Source: an optimization exercise on an open RTL-to-GDS flow (aim: a short achievable clock period and few clock cycles). Production flows keep margins and buffers that such runs may drop.
In this exercise RTL edits were held to simulation tests only and were not proved equivalent to the original.

==> wip/umber: inputs <==
Design asd_jtag_engine, start of the top module:
module asd_jtag_engine (
    input  wire        clk,
    input  wire        rst,
    input  wire        start,
    input  wire [11:0] data_size,
    input  wire        hw_mode,
    input  wire        chain_multi,
    input  wire        wscan_enforce,
    output reg         ready,
    output reg         done,
    output reg  [7:0]  status,
    output reg  [11:0] pl_addr,
    input  wire [7:0]  pl_data,
    output reg         call_valid,
    output reg  [3:0]  call_op,
    output reg  [15:0] call_arg,
    output reg  [15:0] call_arg2,
    output reg  [63:0] call_tdi,
    input  wire        call_ack,
    input  wire        call_fail,
    input  wire [63:0] call_rdata,
    output reg         rsp_valid,
    output reg  [7:0]  rsp_data
);
export LEC_CHECK = 0
export ABC_CLOCK_PERIOD_IN_PS = 1800
export CAP_MARGIN = 20
export CORE_MARGIN = 2
export CORE_UTILIZATION = 55
export SETUP_SLACK_MARGIN = 3.4
export SLEW_MARGIN = 20
create_clock -name core_clock -period 6.0 [get_ports {clk}]
standard.sh (not shown) runs the stock make flow with config.mk's settings and CLKGATE_MAP_FILE= SYNTH_SCRIPT=/design/flow/synth_recipe.tcl, a recipe that flattens the netlist after the stock synthesis.
==> flow/flow/run.sh <==
#!/bin/bash
export BUFFER_PORTS_ARGS="-buffer_cell sky130_fd_sc_hd__buf_4"
bash standard.sh > standard.log 2>&1
==> wip/maple (differences from wip/umber) <==
--- a/flow/design.v
+++ b/flow/design.v
@@ -70,13 +70,12 @@
     reg        dfail;
     reg [11:0] pc;             
     reg [11:0] rem;            
     reg [16:0] le;             
     reg        rs_fix;         
     reg        jpend;          
-    reg        jprep;          
     reg        jpeek;          
     reg [11:0] jtgt;
     reg        jmc;            
     reg [4:0]  jk;
     reg [7:0]  cur_op;
     reg [3:0]  ocnt;           
@@ -105,13 +104,13 @@
     reg        f_chain [0:7];
     reg [7:0]  f_op    [0:7];
     reg [3:0]  f_tap   [0:7];
     reg [7:0]  f_x6    [0:7];
     reg        f_res   [0:7];
     reg [2:0]  wp, rp;
-    wire [2:0] count = wp - rp;    
+    reg [3:0]  count;
     reg [3:0]  c_cop;
     reg [15:0] c_arg, c_arg2;
     reg [63:0] c_tdi;
     reg [1:0]  c_emit;
     reg [3:0]  c_nb;
     reg        c_chain;
@@ -164,12 +163,13 @@
     end
     wire        wrem_gt2  = (wrem[11:4] != 8'd0) || (wrem[3:0] > 4'd2);
     wire        wrem_gt3  = (wrem[11:4] != 8'd0) || (wrem[3:0] > 4'd3);
     wire [9:0]  jtag_tck = k_tck;
     wire [4:0]  multi_k  = {1'b0, b[3:0]} + 5'd1;
     wire [11:0] pc_jk    = pc + {7'd0, jk};
+    wire [11:0] pc_jk1   = pc + {7'd0, jk} + 12'd1;
     reg        t_push;
     reg [3:0]  t_cop;
     reg [15:0] t_arg, t_arg2;
     reg [63:0] t_tdi;
     reg [1:0]  t_emit;
     reg [3:0]  t_nb;
@@ -193,18 +193,12 @@
     reg        t_walk;         
     reg        t_peek;         
     reg        t_rewind;       
     reg        t_mc;           
     reg        t_setx6;
     reg        t_settap;
-    wire [1:0]  e_kind = (dst[I_OPND]) ? cur_op[7:6] : b[7:6];
-    wire        x_tap  = (pl_data[7:4] == 4'h2);
-    wire        e_ok   = le[1] ||
-                         (dv && (x_tap ? !(m_hw && !le[2])
-                                       : ((pl_data[7:6] == e_kind) || ((e_kind == 2'b01) && !m_we))));
-    wire [3:0]  e_end  = (!le[1] && x_tap) ? pl_data[3:0] : tap;
     always @(*) begin
         t_tdi     = opnd;
         t_tdi[oidx*8 +: 8] = b;
         t_cop     = C_TAP_RESET;
         t_arg     = 16'd0;
         t_arg2    = 16'd0;
@@ -217,15 +211,13 @@
         if (dst[I_OPND]) begin
             if (cur_op[7:6] != 2'b00) begin
                 t_cop  = C_SHIFT;
                 t_arg  = {6'd0, 1'b1, (cur_op[7:6] == 2'b11), 1'b0, cur_nbits};
                 t_emit = (cur_op[7:6] == 2'b11) ? E_SCAN : E_NONE;
                 t_nb   = cur_nb;
-                t_res  = e_ok;
-                t_arg2 = {12'd0, e_end};
-                t_tap  = e_end;
+                t_res  = 1'b0;
             end else begin
                 case (cur_op[4:0])
                     5'h00: begin
                         t_cop  = C_EVENT_CONFIG;
                         t_arg  = {9'd0, b[6:0]};
                         t_arg2 = {15'd0, b[7]};
@@ -276,15 +268,13 @@
         end else begin
             if (b[7]) begin
                 t_cop  = C_SHIFT;
                 t_arg  = {6'd0, 1'b0, 1'b1, 1'b0, k_nbits};
                 t_emit = E_SCAN;
                 t_nb   = k_nb;
-                t_res  = e_ok;
-                t_arg2 = {12'd0, e_end};
-                t_tap  = e_end;
+                t_res  = 1'b0;
             end else if (k_tap) begin
                 t_cop  = C_SET_TAP_STATE;
                 t_arg  = {12'd0, b[3:0]};
                 t_tap  = b[3:0];
             end else if (k_op12) begin
                 t_cop  = C_WAIT_PRDY;
@@ -440,26 +430,29 @@
     wire        i_hs     = call_valid && call_ack;
     wire        i_cfail  = i_hs && call_fail;
     wire        i_chain  = i_hs && !call_fail && c_chain;
     wire        i_emit   = i_hs && !call_fail && !c_chain && (c_emit != E_NONE);
     wire        i_want   = (call_valid ? (call_ack && !call_fail && !c_chain && (c_emit == E_NONE))
                                        : (ecnt[3:1] == 3'd0));
-    wire        i_qne    = (wp != rp);
+    wire        i_qne    = (count != 4'd0);
     wire        i_ppend  = p_valid && (p_idx == rp);
     wire [3:0]  i_hend   = i_ppend ? p_end : t_pend;
     wire        i_hres   = f_res[rp] || i_ppend || (t_patch && (sidx == rp));
     wire        i_pop    = i_want && i_qne && i_hres;
     wire        i_byp    = i_want && !i_qne && t_push && t_res;
     wire        i_cv     = (call_valid && !call_ack) || i_chain || i_pop || i_byp;
     wire [3:0]  i_ecnt   = i_emit ? c_nb : ((ecnt == 4'd0) ? 4'd0 : (ecnt - 4'd1));
     wire        i_done   = (dst[I_END]) && !i_qne && !i_cv && (i_ecnt == 4'd0);
-    wire        t_credit = !count[2];
-    wire        t_jreq   = jpend && !jprep && (jpeek || t_credit);
+    wire        t_credit = (count <= 4'd3);
+    wire        t_jreq   = jpend && (jpeek || t_credit);
     wire        t_req    = !jpend && (dst[I_OP] || (dst[I_OPND])) && t_credit;
     wire        t_qin    = t_push && !i_byp;
     wire        t_qout   = i_pop || t_unpush;
+    wire [3:0]  cnt_p1   = count + 4'd1;
+    wire [3:0]  cnt_m1   = count - 4'd1;
+    wire [3:0]  cnt_m2   = count - 4'd2;
     wire [11:0] jtgt_p1  = jtgt + 12'd1;
     wire [3:0]  n_cop  = i_chain ? C_PIN_WRITE : i_qne ? f_cop[rp] : t_cop;
     wire [15:0] n_arg  = i_chain ? 16'd16 : i_qne ? f_arg[rp] : t_arg;
     wire [15:0] n_arg2 = i_chain ? {15'd0, c_arg[0]} :
                          i_qne ? (f_res[rp] ? f_arg2[rp] : {12'd0, i_hend}) : t_arg2;
     wire [63:0] n_tdi  = i_chain ? c_tdi : i_qne ? f_tdi[rp] : t_tdi;
@@ -530,13 +523,13 @@
             f_arg2[p_idx] <= {12'd0, p_end};
             f_tap[p_idx]  <= p_end;
             f_res[p_idx]  <= 1'b1;
         end
         p_end <= t_pend;
         p_idx <= sidx;
-        if ((!call_valid || call_ack) && (i_chain || i_qne || pdv)) begin
+        if ((!call_valid || call_ack) && (i_chain || i_pop || i_byp)) begin
             c_cop  <= n_cop;
             c_arg  <= n_arg;
             c_arg2 <= n_arg2;
             c_tdi  <= n_tdi;
         end
         if (!call_valid || call_ack) begin
@@ -597,41 +590,41 @@
             dfail      <= 1'b0;
             pc         <= 12'd0;
             rem        <= 12'd0;
             le         <= 17'd1;
             rs_fix     <= 1'b0;
             jpend      <= 1'b0;
-            jprep      <= 1'b0;
             tap        <= 4'd0;
             x6         <= 8'd0;
             unres      <= 1'b0;
             uwalk      <= 1'b0;
             p_valid    <= 1'b0;
             wp         <= 3'd0;
             rp         <= 3'd0;
+            count      <= 4'd0;
         end else if (rdy) begin
             done      <= 1'b0;
             rsp_valid <= 1'b0;
             pdv       <= 1'b0;
             if (start) begin
                 rdy     <= 1'b0;
                 pc      <= 12'd0;
                 rem     <= data_size;
                 le      <= le_ds;
                 rs_fix  <= 1'b0;
                 jpend   <= 1'b0;
-                jprep   <= 1'b0;
                 jmc     <= 1'b0;
                 jrw     <= 1'b0;
                 dst     <= D_OP;
                 dfail   <= 1'b0;
                 unres   <= 1'b0;
                 uwalk   <= 1'b0;
                 p_valid <= 1'b0;
                 wp      <= 3'd0;
                 rp      <= 3'd0;
+                count   <= 4'd0;
                 dv      <= 1'b1;
                 rv      <= 1'b1;
                 pl_addr <= 12'd1;
                 na      <= 12'd2;
             end else begin
                 pl_addr <= 12'd0;
@@ -642,13 +635,13 @@
             rs_fix <= 1'b0;
             if (pdv && (dst[I_OP] || (dst[I_OPND]))) begin
                 pc  <= pc_p1;
                 rem <= rem_m1;
                 le  <= le_m1;
             end else if (t_jreq && jmc) begin
-                pc     <= jtgt;
+                pc     <= pc_jk;
                 rem    <= rem - {7'd0, jk};
                 rs_fix <= 1'b1;
             end else if (t_jreq && jrw) begin
                 pc     <= rwpc;
                 rem    <= rwrem;
                 rs_fix <= 1'b1;
@@ -673,13 +666,13 @@
                 dfail <= 1'b1;
             if (t_settap)
                 tap <= t_tap;
             if (t_setx6)
                 x6 <= b;
             if (t_newscan) begin
-                unres <= !e_ok;
+                unres <= 1'b1;
                 uwalk <= 1'b0;
             end else if (t_walk) begin
                 uwalk <= 1'b1;
             end else if (t_patch || t_unpush) begin
                 unres <= 1'b0;
             end
@@ -687,32 +680,35 @@
             if (t_unpush)
                 wp <= wp - 3'd1;
             else if (t_push && !i_byp)
                 wp <= wp + 3'd1;
             if (i_pop)
                 rp <= rp + 3'd1;
+            if (t_qin && !t_qout)
+                count <= cnt_p1;
+            else if (!t_qin && i_pop && t_unpush)
+                count <= cnt_m2;
+            else if (!t_qin && t_qout)
+                count <= cnt_m1;
             dv  <= rv && !t_jump && !jpend;
             pdv <= dv && !t_jump;
             if (!jpend) begin
                 jpeek <= t_pjump;
                 jmc   <= t_mc;
                 jk    <= multi_k;
                 jrw   <= t_rewind;
                 jtgt  <= t_rewind ? rwpc : t_jt;
             end
-            if (jprep)
-                jtgt <= pc_jk;
-            jprep <= t_jump && t_mc;
             if (t_jump)
                 jpend <= 1'b1;
             else if (t_jreq)
                 jpend <= 1'b0;
-            pl_addr <= (dst[I_END] || (dst[I_IDLE])) ? 12'd0 : (jpend ? jtgt : na);
+            pl_addr <= (dst[I_END] || (dst[I_IDLE])) ? 12'd0 : (jpend ? (jmc ? pc_jk : jtgt) : na);
             rv      <= t_jreq || t_req;
             if (t_jreq)
-                na <= jtgt_p1;
+                na <= jmc ? pc_jk1 : jtgt_p1;
             else if (t_req)
                 na <= na_p1;
             call_valid <= i_cv;
             rsp_valid  <= i_emit || (ecnt != 4'd0);
             ecnt       <= i_ecnt;
             done <= 1'b0;
- ABC_CLOCK_PERIOD_IN_PS: 1800 -> 2500
==> comparison <==
- In wip/maple the sequential share of layout area is lower than in wip/umber, by 0.16 points.
- Register-to-register slack: wip/umber is higher than wip/maple (0.39 ns).
- Of wip/umber and wip/maple, wip/maple has the higher core utilization (gap 1.0 points).
- Routed wire length: wip/umber is higher than wip/maple (about 0.7%).
Testbench counts of wip/umber, summed over its fixed seeds: cycles 128,088.
Testbench counts of wip/maple, summed over its fixed seeds: cycles 128,716.

==> static timing again, ports no longer ideal <==
How much do the figures lean on ideal ports? The routed layouts below were timed once more, with nothing changed but the port constraints. Step 1, drivers: a clkbuf_16 drives clk and a buf_2 each remaining input, both assumed. Step 2 times the ports against the registers' clock, not the clock port: input delays grow and output delays shrink by t, the midpoint of the rising clock arrivals with the driver on. Slacks: ideal / step 1 / step 2; pairs: ideal / step 1.
run | t (ns) | setup WS [ns] | latest minus earliest clock arrival (ns) | worst register clock-pin slew, ns
wip/umber | 0.868 | 3.343 / 3.308 / 2.474 | 0.024 / 0.024 | 0.07 / 0.07
wip/maple | 0.866 | 2.951 / 2.951 / 2.556 | 0.026 / 0.026 | 0.06 / 0.06
After both steps setup and hold are still met in every run listed. For wip/umber, which loses most, drivers alone change the setup slack by -0.035 ns; drivers and shift together by -0.869 ns.
